Context: an optimization exercise on an open-source flow, tuned for small area and a short achievable clock period. The choices shown serve that exercise and are no tape-out recipe. Only simulation tests tie the RTL to the original design; equivalence was not proved.

### run.sh
#!/bin/bash
# synth_recipe.tcl (not shown) runs the flow's synth.tcl, then flattens the netlist and writes it again
# the make line also repeats each setting of config.mk as NAME=value (left out here)
make -C /OpenROAD-flow-scripts/flow DESIGN_CONFIG=/design/flow/config.mk WORK_HOME=/design/flow/orfs CLKGATE_MAP_FILE= SYNTH_SCRIPT=/design/flow/synth_recipe.tcl finish
### config.mk
export PLATFORM = sky130hd
export DESIGN_NAME = fp_format_converter
export DESIGN_NICKNAME = fp_format_converter
export VERILOG_FILES = /design/flow/design.v
export SDC_FILE = /design/flow/constraint.sdc
export NUM_CORES = 4
export LEC_CHECK = 0
export CAP_MARGIN = 20
export CORE_MARGIN = 2
export CORE_UTILIZATION = 40
export PLACE_DENSITY = 0.55
export SLEW_MARGIN = 20
### constraint.sdc
create_clock -name core_clock -period 110.0 [get_ports {clk}]
set_input_delay 22.0000 -clock core_clock [delete_from_list [all_inputs] [get_ports {clk}]]
set_output_delay 22.0000 -clock core_clock [all_outputs]
set_load 0.01 [all_outputs]
### design.v
module real48_addsub (
    input  wire [47:0]       a,
    input  wire [47:0]       b,
    input  wire              sub,
    input  wire              a_ge_b,    
    output wire              zero,
    output wire              sign,
    output wire signed [9:0] e_pre,
    output wire [38:0]       kept,
    output wire              inc
);
    wire       za = (a[46:39] == 8'd0);
    wire       zb = (b[46:39] == 8'd0);
    wire       sa = a[47];
    wire       sb = b[47] ^ sub;
    wire [39:0] ma = za ? 40'd0 : {1'b1, a[38:0]};
    wire [39:0] mb = zb ? 40'd0 : {1'b1, b[38:0]};
    wire [7:0]  e_big   = a_ge_b ? a[46:39] : b[46:39];
    wire [7:0]  e_small = a_ge_b ? b[46:39] : a[46:39];
    wire [39:0] m_big   = a_ge_b ? ma : mb;
    wire [39:0] m_small = a_ge_b ? mb : ma;
    wire        s_big   = a_ge_b ? sa : sb;
    wire        eff_sub = sa ^ sb;
    wire [7:0]  d  = e_big - e_small;
    wire        dbig = (d > 8'd56);
    wire [5:0]  dc = dbig ? 6'd56 : d[5:0];
    wire [55:0] ysh = {m_small, 16'd0} >> dc;
    wire [6:0]  nlost = (d > 8'd16) ? ((d > 8'd56) ? 7'd40 : {1'b0, d[5:0]} - 7'd16) : 7'd0;
    wire [39:0] lost_mask = ~(40'hFF_FFFF_FFFF << nlost);
    wire        sticky = |(m_small & lost_mask);
    wire [56:0] xf = {1'b0, m_big, 16'd0};
    wire [56:0] yf = {1'b0, ysh};
    wire [56:0] s  = eff_sub ? (xf - yf - {56'd0, sticky}) : (xf + yf);
    reg  [5:0]  p;
    integer     i;
    always @* begin
        p = 6'd0;
        for (i = 0; i < 57; i = i + 1)
            if (s[i]) p = i[5:0];
    end
    wire [56:0] sn = s << (6'd56 - p);
    assign zero  = (s == 57'd0);
    assign sign  = s_big;
    assign e_pre = $signed({2'b00, e_big}) + $signed({4'd0, p}) - 10'sd55;
    assign kept  = sn[55:17];
    assign inc   = &sn[16:3];
endmodule
module real48_mul (
    input  wire [38:0] fa,
    input  wire [38:0] fb,
    output wire        top,
    output wire [38:0] kept,
    output wire        inc
);
    wire [79:0] prod = {1'b1, fa} * {1'b1, fb};
    assign top  = prod[79];
    assign kept = top ? prod[78:40] : prod[77:39];
    assign inc  = top ? (&prod[39:26]) : (&prod[38:25]);
endmodule
module real48_div_rows #(
    parameter integer N = 5
) (
    input  wire [42:0]    ys_in,
    input  wire [42:0]    yc_in,
    input  wire [39:0]    dm,
    output reg  [42:0]    ys_out,
    output reg  [42:0]    yc_out,
    output reg  [3*N-1:0] q_out
);
    function [2:0] sel;    
        input [2:0] k;
        input [6:0] y;
        reg signed [7:0] ys, m2, m1, m0, mm1;
        begin
            ys = {y[6], y};
            case (k)
                3'd0: begin m2 = 8'sd12; mm1 = -8'sd13; end
                3'd1: begin m2 = 8'sd14; mm1 = -8'sd15; end
                3'd2: begin m2 = 8'sd15; mm1 = -8'sd16; end
                3'd3: begin m2 = 8'sd16; mm1 = -8'sd17; end
                3'd4: begin m2 = 8'sd18; mm1 = -8'sd19; end
                3'd5: begin m2 = 8'sd19; mm1 = -8'sd20; end
                3'd6: begin m2 = 8'sd20; mm1 = -8'sd21; end
                default: begin m2 = 8'sd22; mm1 = -8'sd23; end
            endcase
            m1 = k[2] ? 8'sd6 : 8'sd4;
            m0 = k[2] ? -8'sd7 : -8'sd5;
            if (ys >= m2)       sel = 3'b010;
            else if (ys >= m1)  sel = 3'b001;
            else if (ys >= m0)  sel = 3'b000;
            else if (ys >= mm1) sel = 3'b101;
            else                sel = 3'b110;
        end
    endfunction
    reg  [42:0] s, c, cy, mult, opnd;
    reg  [6:0]  est;
    reg  [2:0]  q;
    reg         pos;
    integer     j;
    always @* begin
        s = ys_in;
        c = yc_in;
        for (j = N - 1; j >= 0; j = j - 1) begin
            est  = s[42:36] + c[42:36];
            q    = sel(dm[38:36], est);
            pos  = ~q[2] & (q[1] | q[0]);
            mult = ({2'b00, dm, 1'b0} & {43{q[1]}}) | ({3'b000, dm} & {43{q[0]}});
            opnd = mult ^ {43{pos}};
            cy = (s & c) | (s & opnd) | (c & opnd);
            s  = s ^ c ^ opnd;
            c  = {cy[41:0], pos};
            s  = {s[40:0], 2'b00};
            c  = {c[40:0], 2'b00};
            q_out[3*j +: 3] = q;
        end
        ys_out = s;
        yc_out = c;
    end
endmodule
module fp_format_converter (
    input  wire        clk,
    input  wire        rst,
    input  wire        req_valid,
    input  wire [4:0]  req_op,
    input  wire [63:0] req_a,
    input  wire [63:0] req_b,
    output reg         rsp_valid,
    output reg  [2:0]  rsp_status,
    output reg  [63:0] rsp_data,
    output reg         rsp_flush
);
    localparam [2:0] ST_OK    = 3'd0,
                     ST_NAN   = 3'd1,
                     ST_INF   = 3'd2,
                     ST_RANGE = 3'd3,
                     ST_ILL   = 3'd5;
    localparam integer NS = 6;
    function integer rows;
        input integer st;
        begin
            case (st)
                1: rows = 5;
                2: rows = 5;
                3: rows = 5;
                4: rows = 5;
                5: rows = 5;
                default: rows = 3;
            endcase
        end
    endfunction
    function integer rows_to;    
        input integer st;
        integer k;
        begin
            rows_to = 0;
            for (k = 1; k <= st; k = k + 1) rows_to = rows_to + rows(k);
        end
    endfunction
    localparam integer N1 = 5;
    reg        v1;
    reg [4:0]  op1;
    reg [63:0] a1;
    reg [47:0] b1;
    always @(posedge clk) begin
        if (rst) v1 <= 1'b0;
        else     v1 <= req_valid;
        op1 <= req_op;
        a1  <= req_a;
        b1  <= req_b[47:0];
    end
    wire [47:0] w  = a1[47:0];
    wire [47:0] v  = b1;
    wire        wz = (w[46:39] == 8'd0);
    wire        vz = (v[46:39] == 8'd0);
    wire        w_ge_v = (w[46:0] >= v[46:0]);
    wire        w_eq_v = (w[46:0] == v[46:0]);
    reg lt, gt;
    always @* begin
        if (wz && vz) begin
            lt = 1'b0; gt = 1'b0;
        end else if (wz) begin
            lt = ~v[47]; gt = v[47];
        end else if (vz) begin
            lt = w[47]; gt = ~w[47];
        end else if (w[47] != v[47]) begin
            lt = w[47]; gt = v[47];
        end else begin
            lt = w[47] ? (w_ge_v & ~w_eq_v) : ~w_ge_v;
            gt = w[47] ? ~w_ge_v : (w_ge_v & ~w_eq_v);
        end
    end
    wire [7:0]  x_e = a1[30:23];
    wire [22:0] x_f = a1[22:0];
    wire [10:0] y_e = a1[62:52];
    wire [51:0] y_f = a1[51:0];
    wire [11:0] y_e48 = {1'b0, y_e} - 12'd894;
    wire              as_zero, as_sign, as_inc;
    wire signed [9:0] as_e;
    wire [38:0]       as_kept;
    real48_addsub u_addsub (
        .a(w), .b(v), .sub(op1[0]), .a_ge_b(w_ge_v),
        .zero(as_zero), .sign(as_sign), .e_pre(as_e), .kept(as_kept), .inc(as_inc)
    );
    wire        mu_top, mu_inc;
    wire [38:0] mu_kept;
    real48_mul u_mul (.fa(w[38:0]), .fb(v[38:0]), .top(mu_top), .kept(mu_kept), .inc(mu_inc));
    wire signed [9:0] mu_e = $signed({2'b00, w[46:39]}) + $signed({2'b00, v[46:39]})
                           - 10'sd129 + $signed({9'd0, mu_top});
    wire signed [9:0] dv_e = $signed({2'b00, w[46:39]}) - $signed({2'b00, v[46:39]}) + 10'sd128;
    wire is_div   = ~op1[4] & (op1[3:0] == 4'h9);
    wire is_arith = ~op1[4] & ((op1[3:0] == 4'h6) | (op1[3:0] == 4'h7) | (op1[3:0] == 4'h8) | (op1[3:0] == 4'h9));
    reg [2:0]  st_n;
    reg [63:0] data_n;
    reg        fl_n;
    always @* begin
        st_n   = ST_OK;
        data_n = 64'd0;
        fl_n   = 1'b0;
        if (op1[4]) begin
            st_n = ST_ILL;
        end else begin
            case (op1[3:0])
                4'h0: begin  
                    if (x_e == 8'hFF)
                        st_n = (x_f != 23'd0) ? ST_NAN : ST_INF;
                    else if (x_e == 8'h00)
                        fl_n = (x_f != 23'd0);
                    else if (x_e == 8'hFE)
                        st_n = ST_RANGE;
                    else
                        data_n = {16'd0, a1[31], x_e + 8'd2, x_f, 16'd0};
                end
                4'h1: begin  
                    if (y_e == 11'h7FF)
                        st_n = (y_f != 52'd0) ? ST_NAN : ST_INF;
                    else if (y_e == 11'h000)
                        fl_n = (y_f != 52'd0);
                    else if (y_e < 11'd895 || y_e > 11'd1149)
                        st_n = ST_RANGE;
                    else
                        data_n = {16'd0, a1[63], y_e48[7:0], y_f[51:13]};
                end
                4'h2: begin  
                    if (wz)
                        data_n = 64'd0;
                    else if (w[46:39] <= 8'd2)
                        st_n = ST_RANGE;
                    else
                        data_n = {32'd0, w[47], w[46:39] - 8'd2, w[38:16]};
                end
                4'h3: begin  
                    if (!wz) data_n = {w[47], {3'd0, w[46:39]} + 11'd894, w[38:0], 13'd0};
                end
                4'h4: data_n = {16'd0, w[47] ^ ~wz, w[46:0]};   
                4'h5: data_n = {16'd0, w};                      
                4'h6, 4'h7:                                     
                    data_n = {4'd0, as_zero, as_inc, as_e, as_sign, 8'd0, as_kept};
                4'h8:                                           
                    data_n = {4'd0, wz | vz, mu_inc, mu_e, w[47] ^ v[47], 8'd0, mu_kept};
                4'h9:                                           
                    data_n = {3'd0, vz, wz, 1'b0, dv_e, w[47] ^ v[47], 47'd0};
                4'hA: data_n = {63'd0, lt};                     
                4'hB: data_n = {63'd0, gt};                     
                4'hC: data_n = {63'd0, ~wz};                    
                4'hD: data_n = 64'h0000_0080_0000_0000;         
                4'hE: data_n = 64'h0000_7FFF_FFFF_FFFF;         
                default: data_n = 64'h0000_2D00_0000_0000;      
            endcase
        end
    end
    wire [42:0] ys_s1, yc_s1;
    wire [3*N1-1:0] q_s1;
    real48_div_rows #(.N(N1)) u_rows1 (
        .ys_in({3'b000, 1'b1, w[38:0]}), .yc_in(43'd0), .dm({1'b1, v[38:0]}),
        .ys_out(ys_s1), .yc_out(yc_s1), .q_out(q_s1)
    );
    wire [67:0] pay1 = is_div ? {1'b0, w[47] ^ v[47], dv_e, wz, vz, v[38:0], q_s1}
                              : {st_n, fl_n, data_n};
    genvar b;
    generate for (b = 1; b < NS; b = b + 1) begin : stg
        localparam integer PW = 68 + 3 * (rows_to(b) - N1);
        reg          vld, ar, dv;
        reg [42:0]   ys, yc;
        reg [PW-1:0] pay;
        if (b == 1) begin : s1
            always @(posedge clk) begin
                if (rst) vld <= 1'b0;
                else     vld <= v1;
                ar <= is_arith; dv <= is_div;
                ys <= ys_s1; yc <= yc_s1; pay <= pay1;
            end
        end else begin : sn
            localparam integer PP = 68 + 3 * (rows_to(b - 1) - N1);
            localparam integer NR = rows(b);
            wire [42:0]     ys_n, yc_n;
            wire [3*NR-1:0] q_n;
            real48_div_rows #(.N(NR)) u_rows (
                .ys_in(stg[b-1].ys), .yc_in(stg[b-1].yc),
                .dm({1'b1, stg[b-1].pay[PP-15 -: 39]}),
                .ys_out(ys_n), .yc_out(yc_n), .q_out(q_n)
            );
            always @(posedge clk) begin
                if (rst) vld <= 1'b0;
                else     vld <= stg[b-1].vld;
                ar <= stg[b-1].ar; dv <= stg[b-1].dv;
                ys <= ys_n; yc <= yc_n; pay <= {stg[b-1].pay, q_n};
            end
        end
    end endgenerate
    localparam integer PL = 68 + 3 * (rows_to(NS - 1) - N1);
    localparam integer NL = rows(NS);
    wire [PL-1:0]   payl = stg[NS-1].pay;
    wire            vl   = stg[NS-1].vld;
    wire            arl  = stg[NS-1].ar;
    wire            dvl  = stg[NS-1].dv;
    wire [42:0]     ys_l, yc_l;
    wire [3*NL-1:0] q_l;
    real48_div_rows #(.N(NL)) u_rowsl (
        .ys_in(stg[NS-1].ys), .yc_in(stg[NS-1].yc), .dm({1'b1, payl[PL-15 -: 39]}),
        .ys_out(ys_l), .yc_out(yc_l), .q_out(q_l)
    );
    wire [83:0] qd = {payl[3*(rows_to(NS-1)) - 1 : 0], q_l};
    reg  [55:0] qp, qn;
    integer m;
    always @* begin
        for (m = 0; m < 28; m = m + 1) begin
            qp[2*m +: 2] = qd[3*m+2] ? 2'b00 : qd[3*m +: 2];
            qn[2*m +: 2] = qd[3*m+2] ? qd[3*m +: 2] : 2'b00;
        end
    end
    wire [42:0] rem  = ys_l + yc_l;
    wire [55:0] quo  = qp + ~qn + {55'd0, ~rem[42]};
    wire        d_top  = quo[54];
    wire [38:0] d_kept = d_top ? quo[53:15] : quo[52:14];
    wire        d_inc  = d_top ? (&quo[14:1]) : (&quo[13:0]);
    wire [63:0] d4 = payl[PL-5 -: 64];
    wire [2:0]  st4 = payl[PL-1 -: 3];
    wire        fl4 = payl[PL-4];
    wire        d_sign = payl[PL-2];
    wire [9:0]  d_e    = payl[PL-3 -: 10];
    wire        d_za   = payl[PL-13];
    wire        d_zb   = payl[PL-14];
    wire        f_zero = dvl ? d_za : d4[59];
    wire        f_sign = dvl ? d_sign : d4[47];
    wire        f_inc  = dvl ? d_inc : d4[58];
    wire [38:0] f_kept = dvl ? d_kept : d4[38:0];
    wire signed [9:0] f_e = dvl ? $signed(d_e) + $signed({9'd0, d_top}) : $signed(d4[57:48]);
    wire [39:0] man_r = {1'b0, f_kept} + {39'd0, f_inc};
    wire signed [9:0] e48 = f_e + $signed({9'd0, man_r[39]});
    reg [2:0]  st_f;
    reg [63:0] data_f;
    reg        fl_f;
    always @* begin
        st_f   = st4;
        fl_f   = fl4;
        data_f = d4;
        if (arl) begin
            fl_f   = 1'b0;
            st_f   = ST_OK;
            data_f = 64'd0;
            if (dvl && d_zb)
                st_f = f_zero ? ST_NAN : ST_INF;
            else if (f_zero)
                data_f = 64'd0;
            else if (e48 < 10'sd1 || e48 > 10'sd255)
                st_f = ST_RANGE;
            else
                data_f = {16'd0, f_sign, e48[7:0], man_r[38:0]};
        end
    end
    always @(posedge clk) begin
        if (rst) rsp_valid <= 1'b0;
        else     rsp_valid <= vl;
        rsp_status <= st_f;
        rsp_data   <= data_f;
        rsp_flush  <= fl_f;
    end
endmodule
==> run notes <==
-- metal layers --
metal,track usage (%),vias up,part of all wire [%]
met5,0.555,-,0.070
met4,15.4,19,6.3
met3,5.79,1463,8.8
met2,46.3,6520,44
met1,38.2,69000,40
li1,-,60600,-
-- how the worst max path moves through the flow --
stage | cells past startpoint | end | slack [ns] | start
after detailed placement | 97 | rsp_data[9]$_DFF_P_ | 85.26 | stg[5].pay[112]$_DFF_P_
after global routing | 96 | rsp_data[26]$_DFF_P_ | 83.48 | stg[5].pay[112]$_DFF_P_
after global placement | 97 | rsp_data[9]$_DFF_P_ | 85.35 | stg[5].pay[112]$_DFF_P_
after CTS | 97 | rsp_data[9]$_DFF_P_ | 85.16 | stg[5].pay[112]$_DFF_P_
after floorplan | 0 | rsp_data[0] | 87.67 | rsp_data[0]$_DFF_P_
final | 96 | rsp_data[13]$_DFF_P_ | 85.15 | stg[5].pay[112]$_DFF_P_
-- final cells by class --
class	instances	area (um2)	area share (%)
flip-flops and latches	1092	22000	12.6
clock inverters	68	853	0.490
clock buffers	155	3340	1.91
repair buffers	612	5120	2.94
multi-input cells	13200	125000	71.8
diodes	43	108	0.0617
inverters	2934	11000	6.32
well taps	5428	6790	3.90
-- registers in the layout (all words and copies together) (netlist names), 48 cells and up --
name,cells
b1,48
stg.ys,205
a1,64
stg.yc,195
stg.pay,490
rsp_data,64
-- cells in the final DEF, fill, tap and decap left out, types with 188 or more instances in the layout --
cell type / count
clkdlybuf4s50_1: 188
xnor2_1: 752
nand2_1: 1626
xor2_1: 375
a21o_1: 239
o22ai_1: 342
nand3_1: 244
o21ai_0: 704
a21oi_1: 850
fa_1: 2425
nor2_1: 696
a22oi_1: 713
a221o_1: 259
buf_4: 418
dfxtp_1: 1013
and2_1: 429
ha_1: 1196
nor3_1: 198
inv_1: 2910
-- metrics by stage --
step | cells | hold WS [ns] | utilization, % | instance area, um2
after floorplan | 18700 | 0.310 | - | 163000
after global placement | 23300 | 0.310 | 41.9 | 170000
after detailed placement | 23300 | 0.312 | 41.9 | 170000
after CTS | 23500 | 0.222 | 42.9 | 174000
after global routing | 23500 | 0.235 | 42.9 | 174000
final | 23600 | 0.215 | 42.9 | 174000
-- synth_stat cells (24+ instances only) --
cell	number	area (um2)
nor4_1	60	375
or2_2	26	163
a21o_1	239	1790
o22a_1	103	902
and3_1	68	425
o31ai_1	70	526
a22oi_1	713	5350
clkbuf_1	1152	4320
a21oi_1	858	4290
or3_1	48	300
mux2i_1	103	1030
a211oi_1	91	683
xor2_1	377	3300
xnor2_1	753	6600
buf_1	212	796
dfxtp_1	1092	21900
a221o_1	259	2590
o211ai_1	77	578
and2_1	429	2680
a31oi_1	99	619
o21a_1	72	541
mux4_2	45	1010
nand2b_1	148	926
mux2_2	47	529
nand4_1	87	544
nor3_1	200	1000
nand3_1	246	1230
a211o_1	30	263
a21boi_0	24	180
a221oi_1	178	1560
nand2_1	1636	6140
nor2b_1	142	888
fa_1	2425	48500
o21bai_1	91	683
o22ai_1	342	2140
o21ai_0	715	3580
inv_1	2914	10900
o2111ai_1	34	298
o221ai_1	26	228
nor2_1	700	2630
ha_1	1198	15000
o21ai_1	38	190
buf_2	50	250
-- worst register-to-register path, delay by kind of cell (launching register included) --
| kind | cells | cell delay (ns) |
|---|---|---|
| XOR/XNOR | 5 | 1.03 |
| AND/OR/NAND/NOR | 27 | 5.43 |
| adder cells (fa/ha/maj) | 13 | 4.36 |
| flip-flops | 1 | 0.94 |
| buffers and inverters | 14 | 3.25 |
| AO/OA/AOI/OAI | 37 | 9.55 |
-- cells by family after synthesis --
kind of cell             Yosys count
XOR/XNOR                        1130
flip-flops                      1092
AND/OR/NAND/NOR                 3918
buffers and inverters           4367
adder cells (fa/ha/maj)         3623
multiplexers                     201
AO/OA/AOI/OAI                   4366
==> flow_summary.toml <==
[clock_tree]
path_clk_slew_ns = 0.06
post_cts_buffers = 0
cts-resized-gates = 0
cts_buffer_depth = 4
ctsHoldBuffers = 0
h-tree-depth = 3
clock-root-buffer = "clkbuf_16"
numCtsBuffers = 122
cts_tree = "done"
cts.sinks = 1092
clock_latency_ns = 0.92

[place]
globalplace.congestion = 0.978
place_ws_ns = 85.26
portBuffers = 188
dpl.hpwl_um = 468000

[min_path]
hp-start = "stg[4].pay[54]$_DFF_P_"
whs_path_depth = 0
holdPathEnd = "stg[5].pay[69]$_DFF_P_"
hp-class = "flip-flop to flip-flop"

[sta]
setup_slack_ns = 85.15
setup_viol = 0
setup_tns_ns = 0
rsz0062_at_grt = "false"
period_share_pct = 22.6
max_slew_margin_pct = 11.3
final.min_clock_period_ns = 24.85
finalClockSkew_ns = 0.120
slew_violations = 0
max_freq_ghz = 0.0402
hold_viol_final = 0
tightest_slew_ns = 1.32

[critical_path]
cpMaxStageDelayCell = "dfxtp_1"
crit_path_frequent_cell = "a21o_1"
end_kind = "flip-flop"
worstReg2RegEnd = "rsp_data[13]$_DFF_P_"
r2r_setup_slack_ns = 85.15
critPathBufInv = 14
cp_max_fo = 49
cp.required_ns = 110.61
slowest_delay_ns = 0.94
cp_top_family = "compound AO/OA/AOI/OAI gates"
crit_path_start_kind = "flip-flop"
reg2regPathDepth = 96
crit_type = "flip-flop to flip-flop"
arrival_ns = 25.46
timing.rr.start = "stg[5].pay[112]$_DFF_P_"

[global_routing]
grt_max_degree = 79
grt_pass1_wl_um = 924000
track_usage_pct = 29.4
grt.overflow.total = 0
antenna_found_initial = 47
grt_pass1_vias = 138000

[floorplanning]
dieArea_um2 = 412000
rows = 234
coreArea_um2 = 406000
die_h_um = 642
start_util_pct = 40.1
ios = 205
die_x_um = 642

[detailed_routing]
drc = 0
routed_wl_um = 617000
ant_nets = 0
post_drt_via_cell_ratio = 5.84
num_vias = 138000
wire_per_inst_um = 26.2
drt_iter0_markers = 13600
dr.pass1.iters = 8

[yosys]
synth_top_flop_cell = "dfxtp_1"
yosys_warnings = 4
ys_seq_area_share_pct = 13.4
synth_top_family_by_area = "adder cells"
synth_compound_area_share_pct = 18.4
synth-seq-cells = 1092
async_reset_ff_share_pct = 0
synth_cell_types = 125
synth-xor-area-share_pct = 6.08
yosys.area_share.simple_pct = 11.3
synth_fp_nets = 22500
synth-edff-count = 0
netlist_area_um2 = 163000
avgSynthCellArea_um2 = 8.71
synth_cells = 18700
yosys-mux-area-fraction_pct = 1.62
yosys.area_share.adder_pct = 39.0

[run]
drv_cap = 0

[final_layout]
num-fill-cells = 40700
area_growth_pct = 6.99
final_nets = 21800
drive_above_1_share_pct = 5.55

[run_status]
status = "complete, no violations"

## what the ideal ports hide
No port has a modelled driver above. Below, the same layout with a new extraction and two added sets of constraints.
Step 1, drivers: a clkbuf_16 drives clk and a buf_2 each remaining input, both assumed.
Step 2 adds t to the input delays and takes it off the output delays; t is the mean of the earliest and latest rising clock arrival at the registers after step 1. Input paths then give back, and output paths get back, about the clock's delay inside the block.
Three values: ideal ports, drivers, drivers and shift; two values: the first two.
t (ns): 0.971
setup slack, ns: 85.151 / 85.151 / 85.151
worst setup path at the end: register to register
After both steps this run still meets setup and hold. The setup slack of this run moves by 0.000 ns with the drivers and by 0.000 ns with both steps.
